Context: an optimization exercise on an open-source flow, tuned for small area. The choices shown serve that exercise and are no tape-out recipe. Only simulation tests tie the RTL to the original design; equivalence was not proved. The clock input has no modelled driver; a real chip could not lean on it and would need a root buffer or a full tree. Power and IR drop assume default switching activity.

==> flow/design.v <==
module bbm_bridge (
    input  wire       clk,
    input  wire       rst,
    input  wire       in_valid,
    input  wire [7:0] in_data,
    output wire       in_ready,
    output reg        out_valid,
    output reg  [7:0] out_data,
    input  wire       out_ready,
    output reg        scl_oe,
    output reg        sda_oe,
    input  wire       sda_i,
    output reg        spi_cs_n,
    output reg        spi_sck,
    output reg        spi_mosi,
    input  wire       spi_miso
);
    localparam [4:0] H_CMD = 5'd0, H_OP = 5'd1, H_ALEN = 5'd2, H_DEV = 5'd3,
                     H_AH = 5'd4, H_AL = 5'd5, H_LEN = 5'd6,
                     I_START = 5'd7, I_DEV0 = 5'd8, X_AH = 5'd9, X_AL = 5'd12,
                     I_RSTART = 5'd11, I_DEV1 = 5'd10,
                     X_READ = 5'd13, X_PUT = 5'd14, X_NEXT = 5'd16, X_DATA = 5'd15,
                     X_END = 5'd17, I_SETTLE = 5'd18,
                     S_CSA1 = 5'd19, S_WREN = 5'd20, S_CSD1 = 5'd21, S_CSA2 = 5'd22,
                     S_CMD = 5'd23, S_PCSA = 5'd24, S_RDSR = 5'd25, S_SAVE = 5'd26,
                     S_PCSD = 5'd27, S_CHECK = 5'd28;
    localparam [2:0] E_IDLE = 3'd0, E_A = 3'd2, E_B = 3'd3,
                     E_SAMP = 3'd5, E_C = 3'd4, E_DONE = 3'd6, E_PUTW = 3'd1;
    reg [4:0] P;
    reg [2:0] E;
    reg [3:0] dly;
    reg [3:0] bc;       
    reg       is_spi, is_read, alen2;
    reg [7:1] dev;
    reg [7:0] ah, al, count;
    wire act  = (dly == 4'd0);
    wire idle = (E == E_IDLE);
    wire hdr  = (P == H_CMD) || (P == H_OP) || (P == H_ALEN) || (P == H_DEV) ||
                (P == H_AH) || (P == H_AL) || (P == H_LEN);
    wire data_st = (P == X_DATA);
    assign in_ready = hdr || (idle && data_st);
    wire in_take = in_valid && in_ready;
    wire last  = (count == 8'd1);
    wire bc0   = (bc == 4'd0);
    wire ackf  = bc[3];
    wire outfree = !out_valid || out_ready;
    wire c_i = (in_data == 8'h49), c_p = (in_data == 8'h50);
    wire c_r = (in_data == 8'h52), c_w = (in_data == 8'h57);
    wire c_1 = (in_data == 8'd1),  c_2 = (in_data == 8'd2), c_0 = (in_data == 8'd0);
    reg [7:0] wbyte;
    always @(*) begin
        case (P)
            I_DEV0:  wbyte = {dev, 1'b0};
            I_DEV1:  wbyte = {dev, 1'b1};
            X_AH:    wbyte = ah;
            S_WREN:  wbyte = 8'h06;
            S_CMD:   wbyte = {7'h01, is_read};
            S_RDSR:  wbyte = 8'h05;
            default: wbyte = al;
        endcase
    end
    wire wbit = wbyte[bc[2:0]];
    wire rd   = (P == X_READ);
    wire csd  = (P == S_CSD1) || (P == X_END) || (P == S_PCSD);
    localparam [2:0] K_WAIT = 3'd0, K_ONE = 3'd6, K_START = 3'd2, K_STOP = 3'd1,
                     K_IB = 3'd7, K_CS = 3'd5, K_SB = 3'd4;
    wire [2:0] k_byte = is_spi ? K_SB : K_IB;
    reg [2:0] kind;
    reg [4:0] nextP;
    reg       go;       
    always @(*) begin
        kind  = K_WAIT;
        nextP = 5'bxxxxx;
        go    = 1'b1;
        case (P)
            H_CMD:  begin kind = K_ONE; go = in_valid & (c_i | c_p); nextP = H_OP; end
            H_OP:   begin kind = K_ONE; go = in_valid;
                          nextP = (c_r | c_w) ? (is_spi ? H_AH : H_ALEN) : H_CMD; end
            H_ALEN: begin kind = K_ONE; go = in_valid; nextP = (c_1 | c_2) ? H_DEV : H_CMD; end
            H_DEV:  begin kind = K_ONE; go = in_valid; nextP = H_AH; end
            H_AH:   begin kind = K_ONE; go = in_valid; nextP = H_AL; end
            H_AL:   begin kind = K_ONE; go = in_valid; nextP = H_LEN; end
            H_LEN:  begin kind = K_ONE; go = in_valid;
                          nextP = c_0 ? H_CMD : is_spi ? (is_read ? S_CSA2 : S_CSA1) : I_START; end
            I_START:  begin kind = K_START; nextP = I_DEV0; end
            I_DEV0:   begin kind = K_IB; nextP = X_AH; end
            X_AH:     begin kind = (alen2 | is_spi) ? k_byte : K_ONE; nextP = X_AL; end
            X_AL:     begin kind = k_byte;
                            nextP = is_read ? (is_spi ? X_READ : I_RSTART) : X_DATA; end
            I_RSTART: begin kind = K_START; nextP = I_DEV1; end
            I_DEV1:   begin kind = K_IB; nextP = X_READ; end
            X_READ:   begin kind = k_byte; nextP = is_read ? X_PUT : S_SAVE; end
            X_PUT:    begin kind = K_WAIT; nextP = is_read ? X_NEXT : H_CMD; end
            X_NEXT:   begin kind = K_ONE; nextP = last ? X_END : is_read ? X_READ : X_DATA; end
            X_DATA:   begin kind = k_byte; go = in_valid; nextP = X_NEXT; end
            X_END:    begin kind = is_spi ? K_CS : K_STOP;
                            nextP = is_read ? H_CMD : is_spi ? S_PCSA : I_SETTLE; end
            I_SETTLE: begin kind = K_ONE; go = (count == 8'h91); nextP = X_PUT; end
            S_CSA1:   begin kind = K_CS; nextP = S_WREN; end
            S_WREN:   begin kind = K_SB; nextP = S_CSD1; end
            S_CSD1:   begin kind = K_CS; nextP = S_CSA2; end
            S_CSA2:   begin kind = K_CS; nextP = S_CMD; end
            S_CMD:    begin kind = K_SB; nextP = X_AH; end
            S_PCSA:   begin kind = K_CS; nextP = S_RDSR; end
            S_RDSR:   begin kind = K_SB; nextP = X_READ; end
            S_SAVE:   begin kind = K_ONE; nextP = S_PCSD; end
            S_PCSD:   begin kind = K_CS; nextP = S_CHECK; end
            S_CHECK:  begin kind = K_ONE; nextP = al[0] ? S_PCSA : X_PUT; end
            default:  begin kind = 3'bxxx; go = 1'bx; end
        endcase
    end
    wire k_start = (kind == K_START), k_stop = (kind == K_STOP), k_ib = (kind == K_IB);
    wire k_cs = (kind == K_CS), k_sb = (kind == K_SB);
    wire i2c  = k_start | k_stop | k_ib;
    wire samp = k_sb ? rd : k_start | k_ib & (rd ^ ackf);
    wire lastslot = k_sb ? bc0 : ~k_ib | ackf;
    reg [2:0] En;
    reg [3:0] dn;
    reg       adv;
    always @(*) begin
        En  = E;
        dn  = 4'd0;
        adv = 1'b0;
        case (E)
            E_IDLE: if (go) begin
                        if (kind == K_ONE) adv = 1'b1;
                        else if (kind == K_WAIT) En = E_PUTW;
                        else if (k_sb & rd) begin En = E_B; dn = 4'd5; end
                        else begin En = E_A; dn = 4'd1; end
                    end else if (P == I_SETTLE) dn = 4'd8;
            E_A:    begin En = k_cs ? E_DONE : E_B; dn = k_start | k_cs ? 4'd0 : i2c ? 4'd8 : 4'd4; end
            E_B:    if (samp) begin En = E_SAMP; dn = k_sb ? 4'd4 : k_start ? 4'd8 : 4'd0; end
                    else begin En = E_C; dn = k_sb ? 4'd4 : 4'd8; end
            E_SAMP: begin En = E_C; dn = i2c ? 4'd8 : 4'd0; end
            E_C:    begin
                        dn = i2c ? 4'd8 : 4'd0;
                        if (lastslot) En = E_DONE;
                        else if (rd & k_sb) begin En = E_B; dn = 4'd4; end
                        else En = (rd & k_ib & ~bc0) ? E_B : E_A;
                    end
            E_DONE: begin En = E_IDLE; adv = 1'b1; end
            default: if (outfree) begin En = E_IDLE; adv = 1'b1; end    
        endcase
    end
    wire issue = act && idle && go && kind != K_ONE && kind != K_WAIT;
    always @(posedge clk) begin
        if (rst) begin
            P         <= H_CMD;
            E         <= E_IDLE;
            dly       <= 4'd0;
            out_valid <= 1'b0;
            scl_oe    <= 1'b0;
            sda_oe    <= 1'b0;
            spi_cs_n  <= 1'b1;
            spi_sck   <= 1'b0;
            spi_mosi  <= 1'b0;
        end else begin
            if (act) begin
                E   <= En;
                dly <= dn;
                if (adv) P <= nextP;
            end else
                dly <= dly - 4'd1;
            if (act && E == E_PUTW && outfree) begin
                out_data  <= is_read ? al : 8'h4B;
                out_valid <= 1'b1;
            end else if (out_valid && out_ready)
                out_valid <= 1'b0;
            if (act) begin
                case (E)
                    E_A: begin
                        if (i2c)  sda_oe <= k_ib ? (ackf ? (rd & ~last) : (~rd & ~wbit)) : k_stop;
                        if (k_cs) spi_cs_n <= csd;
                        if (k_sb) spi_mosi <= wbit;
                    end
                    E_B: begin
                        if (i2c)  scl_oe <= 1'b0;
                        if (k_sb) spi_sck <= 1'b1;
                    end
                    E_SAMP: if (k_start) sda_oe <= 1'b1;
                    E_C: begin
                        if (k_stop) sda_oe <= 1'b0;
                        else if (i2c) scl_oe <= 1'b1;
                        if (k_sb) spi_sck <= 1'b0;
                    end
                    default: ;
                endcase
            end
        end
        if (in_take) begin
            case (P)
                H_CMD: is_spi <= c_p;
                H_OP:  is_read <= c_r;
                H_ALEN: alen2 <= in_data[1];
                H_DEV: dev <= in_data[7:1];
                H_AH:  ah <= in_data;
                H_LEN: count <= in_data;
                default: al <= in_data;    
            endcase
        end
        if (act && E == E_SAMP && rd && !(k_ib && ackf))
            al <= {al[6:0], k_sb ? spi_miso : sda_i};
        if (act && idle && (P == I_SETTLE || P == X_NEXT))
            count <= count - 8'd1;
        if (issue)
            bc <= 4'd7;
        else if (act && E == E_C)
            bc <= bc - 4'd1;
    end
endmodule
clock: 10.0 ns
lec_check: 0
abc_area: 1
cap_margin: 0
core_margin: 2
core_utilization: 70
slew_margin: 0
standard.sh (not shown) runs the stock make flow with config.mk's settings and CLKGATE_MAP_FILE= SYNTH_SCRIPT=/design/flow/synth_recipe.tcl, a recipe that flattens the netlist after the stock synthesis.
==> flow/flow/run.sh <==
#!/bin/bash
# Standard ORFS layout with three changes: a stronger ABC area script for
# the combinational logic, ports buffered with the smallest buffer, and a
# four-buffer clock tree in place of ORFS's H-tree.
set -euo pipefail
here=$(pwd)
export BBM_ABC_SCRIPT="$here/flow/abc_area.script"
export BUFFER_PORTS_ARGS="-buffer_cell sky130_fd_sc_hd__buf_1"
export PRE_CTS_TCL="$here/flow/clock_tree.tcl"
cat flow/abc_override.tcl synth_recipe.tcl > my_synth.tcl
sed "s#$here/synth_recipe.tcl#$here/my_synth.tcl#g" standard.sh > my_standard.sh
grep -q my_synth.tcl my_standard.sh
bash my_standard.sh > "$here/standard.log" 2>&1
Other scripts of this flow, unchanged in this note and not shown: flow/flow/abc_area.script, flow/flow/abc_override.tcl, flow/flow/clock_tree.tcl
The starting point completed with no timing, DRC or antenna violations.
Then changed:
--- a/flow/design.v
+++ b/flow/design.v
@@ -60,13 +60,13 @@
         endcase
     end
     wire wbit = wbyte[bc[2:0]];
     wire rd   = (P == X_READ);
     wire csd  = (P == S_CSD1) || (P == X_END) || (P == S_PCSD);
     localparam [2:0] K_WAIT = 3'd0, K_ONE = 3'd6, K_START = 3'd2, K_STOP = 3'd1,
-                     K_IB = 3'd7, K_CS = 3'd5, K_SB = 3'd4;
+                     K_IB = 3'd3, K_CS = 3'd5, K_SB = 3'd4;
     wire [2:0] k_byte = is_spi ? K_SB : K_IB;
     reg [2:0] kind;
     reg [4:0] nextP;
     reg       go;       
     always @(*) begin
         kind  = K_WAIT;
=> Clock skew falls by 0.014 ns; wire length rises by 0.98%; design area stays flat; die area rises by 0.35%; maximum frequency falls by about 0.8%; cell count falls by 0.78%; via count rises by 3.4%; combinational power falls by 35%.
No run of this note takes its clock network from TritonCTS; it comes from the design's own scripts or RTL.

## port drivers added, routing unchanged
The results above use ideal ports. As a check the final layouts listed here were re-extracted and re-timed, cells and wires unchanged. Step 1 sets driving cells, clkbuf_16 on the clock port and buf_2 on the other inputs (assumed; they add their load-dependent delay and slew). Step 2, shift: input delay + t, output delay - t, t = (earliest + latest rising clock arrival at the registers) / 2. This alone moves slack from input paths to output paths. Three values: ideal, step 1, step 2; two values: the first two.
run	t, ns	setup slack, ns	clock arrival spread, ns	slew at the worst register clock pin (ns)	pins driven straight from the clock port
the first run	0.222	5.201 / 5.139 / 5.361	0.027 / 0.027	0.12 / 0.12	4
the second run	0.221	5.163 / 5.149 / 4.971	0.013 / 0.013	0.11 / 0.11	4
After both steps every run listed still meets setup and hold. For the second run, which loses most, drivers alone change the setup slack by -0.014 ns; drivers and shift together by -0.192 ns.
